Context: an optimization exercise on an open-source flow, tuned for small area. The choices shown serve that exercise and are no tape-out recipe. Only simulation tests tie the RTL to the original design; equivalence was not proved. Power and IR drop assume default switching activity.

## run 5
Design wmbus_rx, start of the top module:
module wmbus_rx (
    input  wire        clk,
    input  wire        rst,           
    input  wire        sync_det,      
    input  wire        overflow,      
    input  wire        in_valid,      
    input  wire [7:0]  in_data,
    input  wire [15:0] now_ms,        
    input  wire [7:0]  rssi,          
    output reg         out_valid,     
    output reg  [7:0]  out_data,
    output wire        ev_valid,      
    output reg  [2:0]  ev_kind,
    output wire        frame_mode,    
    output wire [1:0]  frame_block,   
    output wire [8:0]  frame_len,     
    output reg  [7:0]  frame_rssi,
    output wire [15:0] frame_time     
);
    localparam [2:0] EV_NONE     = 3'd0;
    localparam [2:0] EV_READY    = 3'd1;
    localparam [2:0] EV_OVERFLOW = 3'd2;
    localparam [2:0] EV_TIMEOUT  = 3'd3;
    localparam [2:0] EV_DECFAIL  = 3'd4;
    localparam [2:0] EV_UNCLASS  = 3'd5;
    function [4:0] dec;
        input [5:0] s;
        reg x, e, h0, h1, l0, l1;
        begin
            x  = (s[0] == s[3]) & (s[3] == s[5]);
            h0 = s[5] ^ s[4] ^ s[3];
            h1 = (s[5] & s[4]) | (s[5] & s[3]) | (s[4] & s[3]);
            l0 = s[2] ^ s[1] ^ s[0];
            l1 = (s[2] & s[1]) | (s[2] & s[0]) | (s[1] & s[0]);
            e  = (s[0] == s[2]) & (s[3] == s[5]) & (s[0] ^ s[5]);
            dec = {(h0 ^ l0) & (h1 ^ l1) & ~e, s[5], s[4] ^ x, s[1] ^ x, s[0]};
        end
    endfunction
    function [8:0] inc9;
        input [8:0] a;
        integer i;
        reg c;
        begin
            c = 1'b1;
            for (i = 0; i < 9; i = i + 1) begin
                inc9[i] = a[i] ^ c;
                c = a[i] & c;
            end
        end
    endfunction
    reg        st_hdr;        
    reg        st_data;       
    reg [1:0]  ph;            
    reg [1:0]  blk;           
    reg        bad;           
    reg [3:0]  sv;            
    reg [7:0]  len;           
    reg [8:0]  cnt;           
    reg [15:0] sync_time;
    wire modet = (blk == 2'd0);
    assign ev_valid    = |ev_kind;
    assign frame_mode  = modet;
    assign frame_block = blk;
    assign frame_len   = cnt;
    assign frame_time  = sync_time;
    wire       p1 = ph[0];
  ...
Size: ~320 cells after synthesis, ~65 flip-flops, about 3800 µm² of cells after synthesis.
Settings: LEC_CHECK=0, CAP_MARGIN=20, CORE_MARGIN=2, CORE_UTILIZATION=40, SLEW_MARGIN=20; clock period 8.0 ns.
standard.sh (not shown) runs the stock make flow with config.mk's settings and CLKGATE_MAP_FILE= SYNTH_SCRIPT=/design/flow/synth_recipe.tcl, a recipe that flattens the netlist after the stock synthesis.
==> flow/flow/run.sh <==
#!/bin/bash
set -euo pipefail
export BUFFER_PORTS_ARGS="-buffer_cell sky130_fd_sc_hd__buf_1"
export CTS_ARGS="-sink_clustering_enable -repair_clock_nets -dont_use_dummy_load -buf_list sky130_fd_sc_hd__clkbuf_8 -sink_clustering_size 32 -sink_clustering_max_diameter 200"
bash standard.sh > flow_make.log 2>&1
Run 5 reached the end of the flow, and the finished layout is clean on the timing, design-rule and antenna checks.
#### Input delta (run 4 over run 5)
==> flow/flow/run.sh <==
#!/bin/bash
set -euo pipefail
export BUFFER_PORTS_ARGS="-buffer_cell sky130_fd_sc_hd__buf_1"
export CTS_ARGS="-sink_clustering_enable -repair_clock_nets -dont_use_dummy_load -buf_list sky130_fd_sc_hd__clkbuf_4"
bash standard.sh > flow_make.log 2>&1
Findings:
- Changes observed in run 4 relative to run 5: routed wire length on met3 lost 0.32%; sequential share of layout area now larger; sequential cell area in the final layout roughly the same; setup slack saw a decrease.
- Fraction of layout cells with a size suffix above 1, run 4 and run 5, higher one = run 5.

---

wmbus_rx, a different RTL version from the one above (not shown whole).
For scale: roughly 560 cells after synthesis, ~64 flip-flops, ~86 I/O pins.
Settings: LEC_CHECK=0, CAP_MARGIN=20, CORE_MARGIN=2, CORE_UTILIZATION=40, SLEW_MARGIN=20; clock period 8.0 ns.
run.sh (not shown) runs the stock make flow with config.mk's settings and CLKGATE_MAP_FILE= SYNTH_SCRIPT=/design/flow/synth_recipe.tcl, a recipe that flattens the netlist after the stock synthesis.
Stock flow here: none of the scripts above is used.
==> next run, changes <==
--- a/flow/config.mk
+++ b/flow/config.mk
@@ -10,2 +10,5 @@
 export CORE_UTILIZATION = 40
+export CTS_BUF_LIST = sky130_fd_sc_hd__clkbuf_4
+export CTS_CLUSTER_DIAMETER = 100
+export CTS_CLUSTER_SIZE = 32
 export SLEW_MARGIN = 20
Effect: The new run passed the timing, design-rule and antenna checks; cell count is unchanged; clock power fell by a quarter to a third; synthesized cell count is unchanged; setup slack is better by 0.075 ns; core utilization is lower by 1.2 points; critical path depth does not change; register-to-register slack loses 0.06 ns; power shrinks by about a fifth.

---

## umber
Another version of the RTL of wmbus_rx (not shown whole).
For scale: roughly 400 cells after synthesis, roughly 86 I/O pins, ~0.0033 mm² of cells after synthesis.
Settings: LEC_CHECK=0, CAP_MARGIN=20, CORE_MARGIN=2, CORE_UTILIZATION=40, SLEW_MARGIN=20; clock period 8.0 ns.
standard.sh (not shown) runs the stock make flow with config.mk's settings and CLKGATE_MAP_FILE= SYNTH_SCRIPT=/design/flow/synth_recipe.tcl, a recipe that flattens the netlist after the stock synthesis.
==> flow/flow/run.sh <==
#!/bin/bash
# The standard layout (standard.sh), with these changes:
#  - synthesis maps all the logic with an area-oriented ABC script
#    (flow/abc_map.script) in place of ORFS's delay-oriented one, and leaves
#    adders to ABC too (no full/half-adder cell extraction); everything else
#    in synthesis, and so every register, is as in the standard synthesis;
#  - port buffers are sky130_fd_sc_hd__buf_1;
#  - the clock tree uses clkbuf_4 and no dummy loads.
# make's output goes to flow_make.log; each ORFS step logs under orfs/logs.
set -euo pipefail
W=$(pwd)
rm -rf "$W/scripts_local"
cp -r "$FLOW_HOME/scripts" "$W/scripts_local"
cp "$W/flow/abc_map.script" "$W/scripts_local/abc_speed.script"
export SCRIPTS_DIR="$W/scripts_local"
export ADDER_MAP_FILE=
export BUFFER_PORTS_ARGS="-buffer_cell sky130_fd_sc_hd__buf_1"
export CTS_ARGS="-sink_clustering_enable -repair_clock_nets -dont_use_dummy_load -buf_list sky130_fd_sc_hd__clkbuf_4"
bash standard.sh > flow_make.log 2>&1
==> flow/flow/abc_map.script <==
strash
&get -n
&deepsyn -T 60
&put
dch -f
amap
strash
dch -f
amap
strash
dch -f
amap
topo
What garnet does differently from umber at the input level:
==> flow/flow/abc_map.script <==
strash
dch -f
amap
strash
dch -f
amap
strash
dch -f
amap
topo
==> comparison <==
In garnet relative to umber, half-perimeter wire length after detailed placement had gone down slightly.
When the final numbers for garnet and umber were put side by side, the fraction of the core area covered by cells at the end of the flow turned out to be greater in garnet.
garnet vs umber: netlist area before placement up by a few percent
garnet ended up with input port to register as its critical path class; umber ended up with register to register.
Number of design-rule violations left by the first detailed-router iteration (garnet / umber): 0.60
On share of final layout cell area taken by clock buffers and inverters, garnet and umber are neck and neck.
From umber to garnet the numbers moved as follows: worst-case setup margin in the final layout decreased 470 ps, via count increased 2.0%.
#### Input delta (quartz over garnet)
- changing CORE_UTILIZATION from 40 to 60
### Flow results
Sort quartz and garnet by end-of-flow core utilization asc -> top: garnet. Between garnet and quartz, the overall power of the completed layout does not differ in any meaningful way. Hold slack (higher): garnet. In quartz, final clock period utilization by the worst path is higher than in garnet. When quartz is measured against garnet, its via count turns out 128 higher.
What fjord does differently from quartz at the input level:
- changing SLEW_MARGIN from 20 to 0
- changing CORE_UTILIZATION from 60 to 40
- changing CAP_MARGIN from 20 to 0
Findings:
The run showing the smaller area added between synthesis and finish is quartz.
When fjord is set beside quartz, its non-clock buffer contribution to total cell area turns out to be 0.28 points smaller.
Comparing fjord against quartz, there is no change at all in area used by sequential logic in the layout.

[static timing again, ports no longer ideal]
The flow's constraints put no driver on any port. The routed layouts listed below were extracted and timed again, unchanged, in two steps. Step 1 assumes that a clkbuf_16 drives the clock port and a buf_2 every other input. Step 2 adds t to the input delays and takes it off the output delays; t is the mean of the earliest and latest rising clock arrival at the registers after step 1. Input paths then give back, and output paths get back, about the clock's delay inside the block. Slacks: no drivers / after step 1 / after step 2; pairs: no drivers / after step 1.
run | t (ns) | setup slack, ns | worst setup path after step 2 | clock arrival spread, ns | worst register clock-pin slew, ns
run 5 | 0.359 | 0.276 / 0.281 / -0.078 | input to register | 0.033 / 0.033 | 0.08 / 0.08
run 4 | 0.411 | 0.253 / 0.254 / -0.157 | input to register | 0.051 / 0.051 | 0.12 / 0.12
the first run of note 2 | 0.372 | 2.685 / 2.699 / 2.326 | input to register | 0.007 / 0.007 | 0.06 / 0.06
the second run of note 2 | 0.458 | 2.760 / 2.767 / 2.309 | input to register | 0.015 / 0.016 | 0.12 / 0.12
umber | 0.431 | 2.967 / 2.967 / 2.967 | register to register | 0.022 / 0.021 | 0.11 / 0.11
garnet | 0.425 | 2.496 / 2.500 / 2.075 | input to register | 0.033 / 0.032 | 0.11 / 0.11
quartz | 0.415 | 2.479 / 2.483 / 2.068 | input to register | 0.031 / 0.030 | 0.11 / 0.11
fjord | 0.425 | 2.496 / 2.500 / 2.075 | input to register | 0.033 / 0.032 | 0.11 / 0.11
With both steps, setup timing fails in run 5 and run 4, where it was met with ideal ports. For the second run of note 2, which loses most, drivers alone change the setup slack by +0.007 ns; drivers and shift together by -0.451 ns.
